Background: an optimization exercise with open tools, aiming at small area, a short achievable clock period and few clock cycles. Do not read the settings as production practice.
The RTL was checked by simulation tests, not by an equivalence proof against the original design.
Power figures rest on the tool's default switching activity, not on a simulated workload.

<file path="design/flow/config.mk">
export PLATFORM = sky130hd
export DESIGN_NAME = s1desc_unit
export DESIGN_NICKNAME = s1desc_unit
export VERILOG_FILES = /design/flow/design.v
export SDC_FILE = /design/flow/constraint.sdc
export NUM_CORES = 4
export LEC_CHECK = 0
export CAP_MARGIN = 20
export CORE_MARGIN = 2
export CORE_UTILIZATION = 40
export SLEW_MARGIN = 20
</file>
<file path="design/flow/run.sh">
#!/bin/bash
# synth_recipe.tcl (not shown) runs the flow's synth.tcl, then flattens the netlist and writes it again
# the make line also repeats each setting of config.mk as NAME=value (left out here)
make -C /OpenROAD-flow-scripts/flow DESIGN_CONFIG=/design/flow/config.mk WORK_HOME=/design/flow/orfs CLKGATE_MAP_FILE= SYNTH_SCRIPT=/design/flow/synth_recipe.tcl finish
</file>
<file path="design/flow/design.v">
module s1desc_unit (
    input  wire        clk,
    input  wire        rst,
    input  wire        cmd_valid,
    output wire        cmd_ready,
    input  wire [7:0]  cmd_op,
    input  wire [63:0] cmd_a,
    input  wire [64:0] cmd_b,
    input  wire [63:0] cmd_c,
    input  wire [64:0] cmd_d,
    input  wire [2:0]  cmd_attrs,
    output wire        rsp_valid,
    output wire [3:0]  rsp_status,
    output wire [63:0] rsp_data,
    output wire        mem_req,
    output wire        mem_we,
    output wire [47:0] mem_addr,
    output wire [63:0] mem_wdata,
    input  wire        mem_gnt,
    input  wire [63:0] mem_rdata
);
    localparam integer S = 30;
    localparam integer N = 1 << (S - 29);
    localparam [47:0]  TABLE_PHYS_BASE = 48'h0000_0010_0000;
    localparam [47:0]  L2_PHYS_BASE    = TABLE_PHYS_BASE + N * 65536;
    localparam [64:0]  PHYS_AS_END     = 65'h0_0000_0000_4000_0000;
    localparam [64:0]  TWO_POW_64      = {1'b1, 64'h0};
    localparam [3:0]   TGRAN64         = 4'b0000;
    localparam [7:0] OP_ENC_PAGE   = 8'h00;
    localparam [7:0] OP_ENC_TABLE  = 8'h01;
    localparam [7:0] OP_DEC_VALID  = 8'h02;
    localparam [7:0] OP_DEC_OUTPUT = 8'h03;
    localparam [7:0] OP_DEC_ATTRS  = 8'h04;
    localparam [7:0] OP_IDX        = 8'h05;
    localparam [7:0] OP_INIT       = 8'h06;
    localparam [7:0] OP_MAP_AT     = 8'h07;
    localparam [7:0] OP_LOOKUP     = 8'h08;
    localparam [7:0] OP_TRANSLATE  = 8'h09;
    localparam [7:0] OP_PAGE_ATTRS = 8'h0A;
    localparam [7:0] OP_PHYS_BASE  = 8'h0B;
    localparam [7:0] OP_MMU_ENABLE = 8'h0C;
    localparam [7:0] OP_IS_ENABLED = 8'h0D;
    localparam [7:0] OP_ISB        = 8'h0E;
    localparam [7:0] OP_DSB_ISHST  = 8'h0F;
    localparam [3:0] ST_OK              = 4'd0;
    localparam [3:0] E_OPERAND          = 4'd1;
    localparam [3:0] E_NOT_INIT         = 4'd2;
    localparam [3:0] E_SIZE_MISMATCH    = 4'd3;
    localparam [3:0] E_PHYS_OOB         = 4'd4;
    localparam [3:0] E_VIRT_OOB         = 4'd5;
    localparam [3:0] E_ALREADY_MAPPED   = 4'd6;
    localparam [3:0] E_INVALID          = 4'd7;
    localparam [3:0] E_ATTR_MEM         = 4'd8;
    localparam [3:0] E_ATTR_AP          = 4'd9;
    localparam [3:0] E_ALREADY_ENABLED  = 4'd10;
    localparam [3:0] E_GRANULE          = 4'd11;
    localparam [3:0] E_REFUSED          = 4'd15;
    localparam [3:0] S_IDLE     = 4'd0;
    localparam [3:0] S_EXEC     = 4'd1;
    localparam [3:0] S_INIT_WR  = 4'd2;
    localparam [3:0] S_MAP_CHK  = 4'd3;
    localparam [3:0] S_MAP_RD   = 4'd4;
    localparam [3:0] S_MAP_WAIT = 4'd5;
    localparam [3:0] S_MAP_TEST = 4'd6;
    localparam [3:0] S_MAP_WR   = 4'd7;
    localparam [3:0] S_LK_RD    = 4'd8;
    localparam [3:0] S_LK_WAIT  = 4'd9;
    localparam [3:0] S_LK_DONE  = 4'd10;
    localparam [3:0] S_RESP     = 4'd11;
    function [63:0] enc_page;
        input [63:0] pa;
        input [2:0]  attrs;    
        begin
            enc_page        = 64'h0;
            enc_page[0]     = 1'b1;                         
            enc_page[1]     = 1'b1;                         
            enc_page[4:2]   = attrs[0] ? 3'd0 : 3'd1;       
            enc_page[7:6]   = attrs[1] ? 2'b10 : 2'b00;     
            enc_page[9:8]   = attrs[0] ? 2'b10 : 2'b11;     
            enc_page[10]    = 1'b1;                         
            enc_page[47:16] = pa[47:16];                    
            enc_page[53]    = attrs[2];                     
            enc_page[54]    = 1'b1;                         
        end
    endfunction
    function [63:0] enc_table;
        input [63:0] pa;
        begin
            enc_table        = 64'h0;
            enc_table[1:0]   = 2'b11;
            enc_table[47:16] = pa[47:16];
        end
    endfunction
    function in_window;
        input [63:0] va;
        begin
            in_window = (va[63:S] == {(64 - S){1'b0}});
        end
    endfunction
    function [47:0] slot_addr;
        input [63:0] va;
        begin
            slot_addr = TABLE_PHYS_BASE
                      + ({47'h0, va[S-1:29]} << 16)
                      + ({35'h0, va[28:16]} << 3);
        end
    endfunction
    function bad_region;
        input [63:0] start;
        input [64:0] end_ex;
        begin
            bad_region = (start[15:0] != 16'h0)
                      || (end_ex[15:0] != 16'h0)
                      || ({1'b0, start} > end_ex)
                      || (end_ex > TWO_POW_64);
        end
    endfunction
    reg [3:0]  state;
    reg        initialized;
    reg        mmu_m;            
    reg [7:0]  op_q;
    reg [63:0] a_q;
    reg [64:0] b_q;
    reg [63:0] c_q;
    reg [64:0] d_q;
    reg [2:0]  attrs_q;
    reg [63:0] vcur;             
    reg [63:0] pcur;             
    reg [63:0] desc_q;           
    reg [1:0]  init_idx;         
    reg [3:0]  status_q;
    reg [63:0] data_q;
    wire [64:0] vr_size = b_q - {1'b0, a_q};
    wire [64:0] pr_size = d_q - {1'b0, c_q};
    reg [3:0] dattr_status;
    reg [2:0] dattr_val;
    reg [63:0] dattr_in;
    always @(*) begin
        dattr_in = (state == S_LK_DONE) ? desc_q : a_q;
        dattr_status = ST_OK;
        dattr_val    = 3'b000;
        case (dattr_in[4:2])
            3'd1:    dattr_val[0] = 1'b0;
            3'd0:    dattr_val[0] = 1'b1;
            default: dattr_status = E_ATTR_MEM;
        endcase
        if (dattr_status == ST_OK) begin
            case (dattr_in[7:6])
                2'b10:   dattr_val[1] = 1'b1;
                2'b00:   dattr_val[1] = 1'b0;
                default: dattr_status = E_ATTR_AP;
            endcase
        end
        dattr_val[2] = dattr_in[53];
    end
    wire [63:0] dec_out_a    = {16'h0, a_q[47:16], 16'h0};
    wire [63:0] dec_out_desc = {16'h0, desc_q[47:16], 16'h0};
    assign cmd_ready  = (state == S_IDLE);
    assign rsp_valid  = (state == S_RESP);
    assign rsp_status = status_q;
    assign rsp_data   = data_q;
    assign mem_req = (state == S_INIT_WR) || (state == S_MAP_RD)
                  || (state == S_MAP_WR)  || (state == S_LK_RD);
    assign mem_we  = (state == S_INIT_WR) || (state == S_MAP_WR);
    assign mem_addr = (state == S_INIT_WR) ? (L2_PHYS_BASE + {46'h0, init_idx} * 48'd8)
                    : (state == S_LK_RD)   ? slot_addr(a_q)
                    :                        slot_addr(vcur);
    assign mem_wdata = (state == S_INIT_WR)
                     ? enc_table({16'h0, TABLE_PHYS_BASE} + {46'h0, init_idx, 16'h0})
                     : enc_page(pcur, attrs_q);
    always @(posedge clk) begin
        if (rst) begin
            state       <= S_IDLE;
            initialized <= 1'b0;
            mmu_m       <= 1'b0;
            status_q    <= ST_OK;
            data_q      <= 64'h0;
        end else begin
            case (state)
                S_IDLE: begin
                    if (cmd_valid) begin
                        op_q    <= cmd_op;
                        a_q     <= cmd_a;
                        b_q     <= cmd_b;
                        c_q     <= cmd_c;
                        d_q     <= cmd_d;
                        attrs_q <= cmd_attrs;
                        state   <= S_EXEC;
                    end
                end
                S_EXEC: begin
                    status_q <= ST_OK;
                    data_q   <= 64'h0;
                    state    <= S_RESP;
                    case (op_q)
                        OP_ENC_PAGE: begin
                            if (a_q[15:0] != 16'h0) status_q <= E_OPERAND;
                            else                    data_q   <= enc_page(a_q, attrs_q);
                        end
                        OP_ENC_TABLE: begin
                            if (a_q[15:0] != 16'h0) status_q <= E_OPERAND;
                            else                    data_q   <= enc_table(a_q);
                        end
                        OP_DEC_VALID: begin
                            data_q <= {63'h0, a_q[0]};
                        end
                        OP_DEC_OUTPUT: begin
                            data_q <= dec_out_a;
                        end
                        OP_DEC_ATTRS: begin
                            status_q <= dattr_status;
                            data_q   <= {61'h0, dattr_val};
                        end
                        OP_IDX: begin
                            if (!in_window(a_q)) status_q <= E_VIRT_OOB;
                            else data_q <= {16'h0, {(48 - S){1'b0}}, a_q[S-1:29],
                                            a_q[28:16], a_q[15:0]};
                        end
                        OP_INIT: begin
                            if (!initialized) begin
                                init_idx <= 0;
                                state    <= S_INIT_WR;
                            end
                        end
                        OP_MAP_AT: begin
                            if (bad_region(a_q, b_q) || bad_region(c_q, d_q))
                                status_q <= E_OPERAND;
                            else if (!initialized)
                                status_q <= E_NOT_INIT;
                            else if (vr_size != pr_size)
                                status_q <= E_SIZE_MISMATCH;
                            else if (d_q > PHYS_AS_END)
                                status_q <= E_PHYS_OOB;
                            else begin
                                vcur  <= a_q;
                                pcur  <= c_q;
                                state <= S_MAP_CHK;
                            end
                        end
                        OP_LOOKUP, OP_PAGE_ATTRS: begin
                            if (a_q[15:0] != 16'h0) status_q <= E_OPERAND;
                            else if (!in_window(a_q)) status_q <= E_VIRT_OOB;
                            else state <= S_LK_RD;
                        end
                        OP_TRANSLATE: begin
                            if (!in_window(a_q)) status_q <= E_VIRT_OOB;
                            else state <= S_LK_RD;
                        end
                        OP_PHYS_BASE: begin
                            data_q <= {16'h0, L2_PHYS_BASE};
                        end
                        OP_MMU_ENABLE: begin
                            if (mmu_m)                  status_q <= E_ALREADY_ENABLED;
                            else if (TGRAN64 != 4'b0000) status_q <= E_GRANULE;
                            else                        mmu_m    <= 1'b1;
                        end
                        OP_IS_ENABLED: begin
                            data_q <= {63'h0, mmu_m};
                        end
                        OP_ISB, OP_DSB_ISHST: begin
                        end
                        default: begin
                            status_q <= E_REFUSED;
                        end
                    endcase
                end
                S_INIT_WR: begin
                    if (mem_gnt) begin
                        if (init_idx == N - 1) begin
                            initialized <= 1'b1;
                            state       <= S_RESP;
                        end else begin
                            init_idx <= init_idx + 1'b1;
                        end
                    end
                end
                S_MAP_CHK: begin
                    if ({1'b0, vcur} == b_q) begin
                        state <= S_RESP;
                    end else if (!in_window(vcur)) begin
                        status_q <= E_VIRT_OOB;
                        state    <= S_RESP;
                    end else begin
                        state <= S_MAP_RD;
                    end
                end
                S_MAP_RD: begin
                    if (mem_gnt) state <= S_MAP_WAIT;
                end
                S_MAP_WAIT: begin
                    desc_q <= mem_rdata;
                    state  <= S_MAP_TEST;
                end
                S_MAP_TEST: begin
                    if (desc_q[0]) begin
                        status_q <= E_ALREADY_MAPPED;
                        state    <= S_RESP;
                    end else begin
                        state <= S_MAP_WR;
                    end
                end
                S_MAP_WR: begin
                    if (mem_gnt) begin
                        vcur  <= vcur + 64'h1_0000;
                        pcur  <= pcur + 64'h1_0000;
                        state <= S_MAP_CHK;
                    end
                end
                S_LK_RD: begin
                    if (mem_gnt) state <= S_LK_WAIT;
                end
                S_LK_WAIT: begin
                    desc_q <= mem_rdata;
                    state  <= S_LK_DONE;
                end
                S_LK_DONE: begin
                    state <= S_RESP;
                    if (!desc_q[0]) begin
                        status_q <= E_INVALID;
                    end else begin
                        case (op_q)
                            OP_LOOKUP:    data_q <= dec_out_desc;
                            OP_TRANSLATE: data_q <= dec_out_desc + {48'h0, a_q[15:0]};
                            default: begin
                                status_q <= dattr_status;
                                data_q   <= {61'h0, dattr_val};
                            end
                        endcase
                    end
                end
                S_RESP: begin
                    state <= S_IDLE;
                end
                default: state <= S_IDLE;
            endcase
        end
    end
endmodule
</file>
<file path="design/flow/constraint.sdc">
create_clock -name core_clock -period 10.0 [get_ports {clk}]
set_input_delay 2.0000 -clock core_clock [delete_from_list [all_inputs] [get_ports {clk}]]
set_output_delay 2.0000 -clock core_clock [all_outputs]
set_load 0.01 [all_outputs]
</file>
==> summary.txt <==
CTS
  – H-tree depth: 2
  – Root Buffer: clkbuf_16
  – Hold-fix buffers, CTS: 0
  – Clock sinks: 466
  – CTS resizes: 0
  – Clk pin slew, worst setup/hold paths: roughly 60 ps
  – Clk Latency, worst-skew pair: 630 ps
  – # Post-CTS Setup Buffers: 0
  – CTS tree: done
  – Num CTS Buffers: 51
  – Clock Path Buffers: 3

Final layout
  – Fin nets: 3981
  – Filler instances: 6957
  – Post-route non-filler standard cell count: approximately 4500
  – Area growth from synthesis to layout: 22.6%
  – Layout cells sized above 1: 4.25%
  – Antenna Diode Count: 0

Route
  – Via-to-Cell Ratio: 5.69
  – Detail Route Antenna Nets: 0
  – # DRC: 0
  – Initial drt markers: between 2000 and 2500
  – DR pass1 iterations: 6
  – Routed Wire Length: approximately 110 mm
  – Routed wire per std cell: 24.3 um
  – Vias: 25700

Outcome
  – Status: no timing/DRC/antenna violations

Timing
  – Peak Freq: 139 MHz
  – Setup TNS: 0 ps
  – RSZ-0062 raised after global routing: no
  – Max Slew Vio Count: 0
  – Least-Margin Pin Slew: 1050 ps
  – Hold Vio Cnt, Final: 0
  – Final clock skew: 23.4 ps
  – Final min period: ~7000 ps
  – Slew Limit Headroom: 29.4%
  – WHS: 455 ps
  – Final Setup Violations: 0
  – Fin crit share: 71.7%

Hold path
  – HP Class: register to register
  – Hold worst-path end: data_q[3]
  – Worst hold path depth: 2
  – Min-delay src: data_q[3]

Die
  – I/O pin count: about 520
  – Core area: 73100 sq um
  – Die Height: between 200 and 300 um
  – Starting Density: 40.5%
  – Die ar.: 76200 sq um
  – Row cnt: 99
  – Die X: 276 um

Synth
  – Yosys top cell area share: 41.2%
  – Cell taking the most area after synthesis: edfxtp_1
  – Gate Count Post-Synth: 3124
  – Synth warn: 1
  – Post-synthesis cell area: 29600 sq um
  – Mean Syn Cell Area: 9.48 sq um
  – Synth Flop Type: edfxtp_1
  – Top-count cell post-synth: edfxtp_1
  – Post-synth EDFFs: 406
  – Post-synth top cells: edfxtp_1, nand2_1, nor2_1
  – Sequential fraction of the synthesis area: 45.2%
  – Area contributors post-synth: edfxtp_1, ha_1, xnor2_1, a21oi_1, dfxtp_1
  – Distinct cells, synth: 90
  – FFs w/ async S/R, synth: 0%
  – #FFs+latches synth: 466

Critical path
  – Worst Setup Path Type: register to register
  – Slowest stage cell, crit path: a221oi_1
  – CP endpoint kind: register
  – Most Frequent Cell on Critical Path: o21ai_0
  – CP arrival: around 7400 ps
  – Critical Path Stages: 14
  – CP required: 10260 ps
  – Buf+Inv Stages, Crit Path: 1
  – Crit-path leading delay family: compound AO/OA/AOI/OAI gates
  – Worst Setup Start Kind: register
  – Worst R2R Setup Slack: 2830 ps
  – CP cell instances: ha_1 -> a21oi_1 -> o21ai_0 -> a221oi_1 -> o21ai_0 -> o211ai_1 -> o21ai_0 -> xnor3_1 -> o21ai_0 -> a2111o_1 -> or4_4 -> or4b_1 -> a21oi_4 -> buf_4
  – Slowest cell delay on critical path: 870 ps
  – Worst Path Max Fanout: 40
  – Worst R2R Start: d_q[8]
  – Reg-to-reg endpoint: pcur[37]
  – FF-to-FF path depth: 14

Pwr
  – Leakage power: 13.3 nW
  – Seq pwr share: 35.5%
  – Clk pwr share: 26.8%
  – Logic gate share of total power: 37.6%
  – Maximum vdd drop: 0.157 mV
  – Sw frac: 36.3%
  – Cell Int Power: 0.00463 W
  – PD cells: about 200 nW/um^2
  – Net Sw Power: 0.00263 W

GRT
  – Global-route wire length before repair: 161 mm
  – Vias in the first global route: approximately 25000
  – Initial antenna violation count: 1
  – Largest net degree at the start of global routing: 79
  – Total grt overflow: 0
  – Gr usage total: between 20% and 30%

Run
  – Max-cap violations: 0

Place
  – Port Buf Inserts: 423
  – Gpl congestion: 0.968
  – Detailed placer's ending HPWL: 88.0 mm
  – Placed cells: about 4400
## state kept, by name, indices dropped and copies added, names as in the netlist, 4 cells and up
register / flops
c_q: 64
vcur: 64
b_q: 65
a_q: 64
data_q: 50
state: 4
pcur: 32
d_q: 65
desc_q: 39
op_q: 8
status_q: 4
## cells by family (layout without fill, tap and decap cells)
group                      Yosys count  in the layout  share of synthesized area [%]
adders and majority gates          135            135                           5.75
other                                2             72                         0.0254
and+or+nand+nor                   1100           1100                           18.2
DFF                                466            466                           45.2
buffers and inverters              372            729                           5.69
xor gates and xnor gates           278            278                           8.79
AOI/OAI and AO/OA                  765            765                           16.1
muxes                                6              6                          0.211
## cell type report
cell class	instances	area, sq um	share of cell area [%]
sequential	466	13400	36.9
timing repair buffer	450	4430	12.2
tap	959	1200	3.30
clock buffer	72	1430	3.93
inverter	184	691	1.90
clock inverter	23	292	0.803
multi-input combinational	2356	14900	41.0
## power groups by stage
stage | logic (W) | clock network (W) | registers (W)
after floorplan | 0.00169 | 0 | 0.00257
after global placement | 0.00268 | 0 | 0.00261
after detailed placement | 0.00269 | 0 | 0.00261
after CTS | 0.00271 | 0.00200 | 0.00258
after global routing | 0.00295 | 0.00207 | 0.00260
final | 0.00273 | 0.00195 | 0.00258
## cell usage in the layout, fill, tap and decap left out, drive strengths merged, types with 11 or more instances in the layout
master / netlist / layout
a211oi: 26 / 26
a21boi: 11 / 11
a21o: 40 / 40
a21oi: 245 / 245
a221oi: 38 / 38
a31oi: 40 / 40
and2: 40 / 40
and3: 29 / 29
and4: 15 / 15
buf: 88 / 28
clkbuf: 100 / 72
clkdlybuf4s50: 0 / 422
clkinv: 0 / 12
conb: 2 / 72
dfxtp: 60 / 60
edfxtp: 406 / 406
ha: 133 / 133
inv: 184 / 185
nand2: 319 / 319
nand2b: 20 / 20
nand3: 76 / 76
nand4: 89 / 89
nor2: 249 / 249
nor2b: 24 / 24
nor3: 90 / 90
nor4: 82 / 82
o211ai: 30 / 30
o21a: 28 / 28
o21ai: 203 / 203
o21bai: 15 / 15
or2: 11 / 11
or3: 17 / 17
xnor2: 158 / 158
xnor3: 11 / 11
xor2: 109 / 109
## routing by layer
| metal | wire length [um] | track usage (%) |
|---|---|---|
| met1 | 45800 | 36.2 |
| met4 | 3810 | 9.63 |
| met5 | 12 | 0 |
| met2 | 53100 | 47.7 |
| met3 | 6920 | 4.01 |
## per-stage QoR
stage          setup WS [ps]  cell area, sq um  total power [W]  utilization [%]
3_3_place_gp            2910             34600          0.00530             47.3
2_1_floorplan            362             29900          0.00426                -
5_1_grt                 2440             36300          0.00761             49.7
6_report                2830             36300          0.00726             49.7
3_5_place_dp            2920             34600          0.00530             47.3
4_1_cts                 2890             36300          0.00728             49.7
## tightest hold or removal path: cells and delay by family (launching register included)
kind | cells | cell delay (ps)
compound gates | 1 | 50
flops | 1 | 310
simple gates | 1 | 50
## worst max path at each step
stage,end,slack [ps],from
floorplan,a_q[0],360,rst
global placement,pcur[46],2910,b_q[15]
detailed placement,pcur[47],2920,a_q[0]
CTS,pcur[37],2890,d_q[10]
global route,pcur[37],2440,b_q[15]
finish,pcur[37],2830,d_q[8]
Testbench counts, summed over its fixed seeds: cycles 67,665.

## port drivers added, routing unchanged
How much do the figures lean on ideal ports? The routed layout below was timed once more, with nothing changed but the port constraints. Step 1 (the two cells are an assumption about what drives the block):
set clk [get_ports {clk}]
set_driving_cell -lib_cell sky130_fd_sc_hd__clkbuf_16 $clk
set_driving_cell -lib_cell sky130_fd_sc_hd__buf_2 [delete_from_list [all_inputs] $clk]
Step 2, shift: input delay + t, output delay - t, t = (earliest + latest rising clock arrival at the registers) / 2. This alone moves slack from input paths to output paths. Three values: no drivers, after step 1, after step 2; two values: the first two.
shift t [ns]: 0.687
slack for setup (ns): 2.830 / 2.830 / 2.830
slew at the worst register clock pin (ns): 0.07 / 0.07
worst slew at a driven data input, ns: 0.07
After both steps setup and hold are still met in this run. For this run, drivers alone change the setup slack by 0.000 ns; drivers and shift together by 0.000 ns.
